Background: an optimization exercise with open tools, aiming at small area, a short achievable clock period and few clock cycles. Do not read the settings as production practice.
The RTL was checked by simulation tests, not by an equivalence proof against the original design.
Power is estimated from default activity; no workload was simulated.

==> flow/design.v (excerpt) <==
module trb_render (
    input  wire        clk,
    input  wire        rst,           
    input  wire        start,         
    input  wire [31:0] xscroll,       
    input  wire [31:0] yscroll,       
    input  wire        transp,        
    input  wire        sheet_valid,
    input  wire [31:0] sheet_dim,     
    output wire        busy,
    output reg         done,
    output wire        err,
    output wire [3:0]  errcode,
    output reg         tile_rd,
    output reg  [11:0] tile_addr,
    input  wire [33:0] tile_rdata,    
    output reg         idx_rd,
    output reg  [11:0] idx_addr,
    input  wire [1:0]  idx_rdata,
    output reg         fb_we,
    output reg  [9:0]  fb_addr,
    output reg  [7:0]  fb_wdata
);
Size in the first run: roughly 720 cells after synthesis, about 190 flip-flops, ~8600 sq um of cells after synthesis.
make LEC_CHECK=0 CAP_MARGIN=20 CORE_MARGIN=2 CORE_UTILIZATION=40 SLEW_MARGIN=20 finish   # period 10.0 ns
run.sh (not shown) runs the stock make flow with config.mk's settings and CLKGATE_MAP_FILE= SYNTH_SCRIPT=/design/flow/synth_recipe.tcl, a recipe that flattens the netlist after the stock synthesis.
The first run produced a clean layout.
Testbench counts at the start, summed over its fixed seeds: cycles 63,056.
Next try:
==> flow/flow/run.sh (new file) <==
#!/bin/bash
set -euo pipefail
export BUFFER_PORTS_ARGS="-buffer_cell sky130_fd_sc_hd__buf_1"
bash standard.sh > standard.log 2>&1
==> flow/standard.sh (new file) <==
#!/bin/bash
# synth_recipe.tcl (not shown) runs the flow's synth.tcl, then flattens the netlist and writes it again
# the make line also repeats each setting of config.mk as NAME=value (left out here)
make -C /OpenROAD-flow-scripts/flow DESIGN_CONFIG=/design/flow/config.mk WORK_HOME=/design/flow/orfs CLKGATE_MAP_FILE= SYNTH_SCRIPT=/design/flow/synth_recipe.tcl "${@:-finish}"
removed: flow/run.sh
The new run produced a clean layout; synthesized cell count does not change; power falls by 1.6%; count of clock-buffer cells in the layout does not change; cell area falls by 7.7%; worst hold slack loses 0.0035 ns; combinational power falls by 18%; non-clock buffer count does not change; setup slack gains 0.39 ns; via count falls by 2.7%; routed wire length falls by 5.9%.


## job 101
Another version of the RTL of trb_render (not shown whole).
Size in the first run: ~130 flip-flops, about 190 I/O pins, roughly 5700 sq um of cells after synthesis.
export LEC_CHECK = 0
export CAP_MARGIN = 20
export CORE_MARGIN = 2
export CORE_UTILIZATION = 40
export SLEW_MARGIN = 20
create_clock -name core_clock -period 10.0 [get_ports {clk}]
standard.sh (not shown) runs the stock make flow with config.mk's settings and CLKGATE_MAP_FILE= SYNTH_SCRIPT=/design/flow/synth_recipe.tcl, a recipe that flattens the netlist after the stock synthesis.
==> flow/flow/run.sh <==
#!/bin/bash
set -euo pipefail
export BUFFER_PORTS_ARGS="-buffer_cell sky130_fd_sc_hd__buf_1"
export SETUP_SLACK_MARGIN=6.95
export CTS_ARGS="-sink_clustering_enable -repair_clock_nets -sink_clustering_size 30 -sink_clustering_max_diameter 100 -sink_buffer_max_cap_derate 1.0 -buf_list sky130_fd_sc_hd__clkbuf_4\ sky130_fd_sc_hd__clkbuf_8"
bash standard.sh > standard.log 2>&1
Job 101 finished end to end and its layout was clean on timing, DRC and antenna.
Testbench counts of job 101, summed over its fixed seeds: cycles 62,952.
#### Input delta (job 102 over job 101)
==> flow/flow/run.sh <==
#!/bin/bash
set -euo pipefail
export BUFFER_PORTS_ARGS="-buffer_cell sky130_fd_sc_hd__buf_1"
export SETUP_SLACK_MARGIN=6.95
bash standard.sh > standard.log 2>&1
--- a/flow/config.mk
+++ b/flow/config.mk
@@ -10,2 +10,5 @@
 export CORE_UTILIZATION = 40
+export CTS_BUF_LIST = sky130_fd_sc_hd__clkbuf_4 sky130_fd_sc_hd__clkbuf_8
+export CTS_CLUSTER_DIAMETER = 100
+export CTS_CLUSTER_SIZE = 30
 export SLEW_MARGIN = 20
Results
Compared with job 101, in job 102 slew at the pin with the worst max-slew slack has increased; area occupied by multi-input gates went down 0.54%; utilization decreased by 2.1 points relative to the old numbers; largest fanout of any net on the critical path now sits at about the same level. Final instance area (higher): job 101.

what the ideal ports hide:
How much do the figures lean on ideal ports? The routed layouts below were timed once more, with nothing changed but the port constraints. Step 1: set_driving_cell puts a clkbuf_16 on clk and a buf_2 on each other input, an assumption about the parent block. Step 2 times the ports against the registers' clock, not the clock port: input delays grow and output delays shrink by t, the midpoint of the rising clock arrivals with the driver on. a / b / c = no drivers / after step 1 / after step 2; a / b = the first two.
| run | t (ns) | slack for setup (ns) | latest minus earliest clock arrival (ns) | pins driven straight from the clock port |
|---|---|---|---|---|
| the first run of note 1 | 0.483 | 6.503 / 6.456 / 6.280 | 0.015 / 0.015 | 1 |
| the second run of note 1 | 0.479 | 6.897 / 6.851 / 6.625 | 0.023 / 0.022 | 1 |
| job 101 | 0.619 | 6.815 / 6.780 / 6.538 | 0.011 / 0.010 | 1 |
| job 102 | 0.476 | 6.965 / 6.928 / 6.572 | 0.013 / 0.013 | 1 |
After both steps setup and hold are still met in every run listed. For job 102, which loses most, drivers alone change the setup slack by -0.037 ns; drivers and shift together by -0.393 ns.
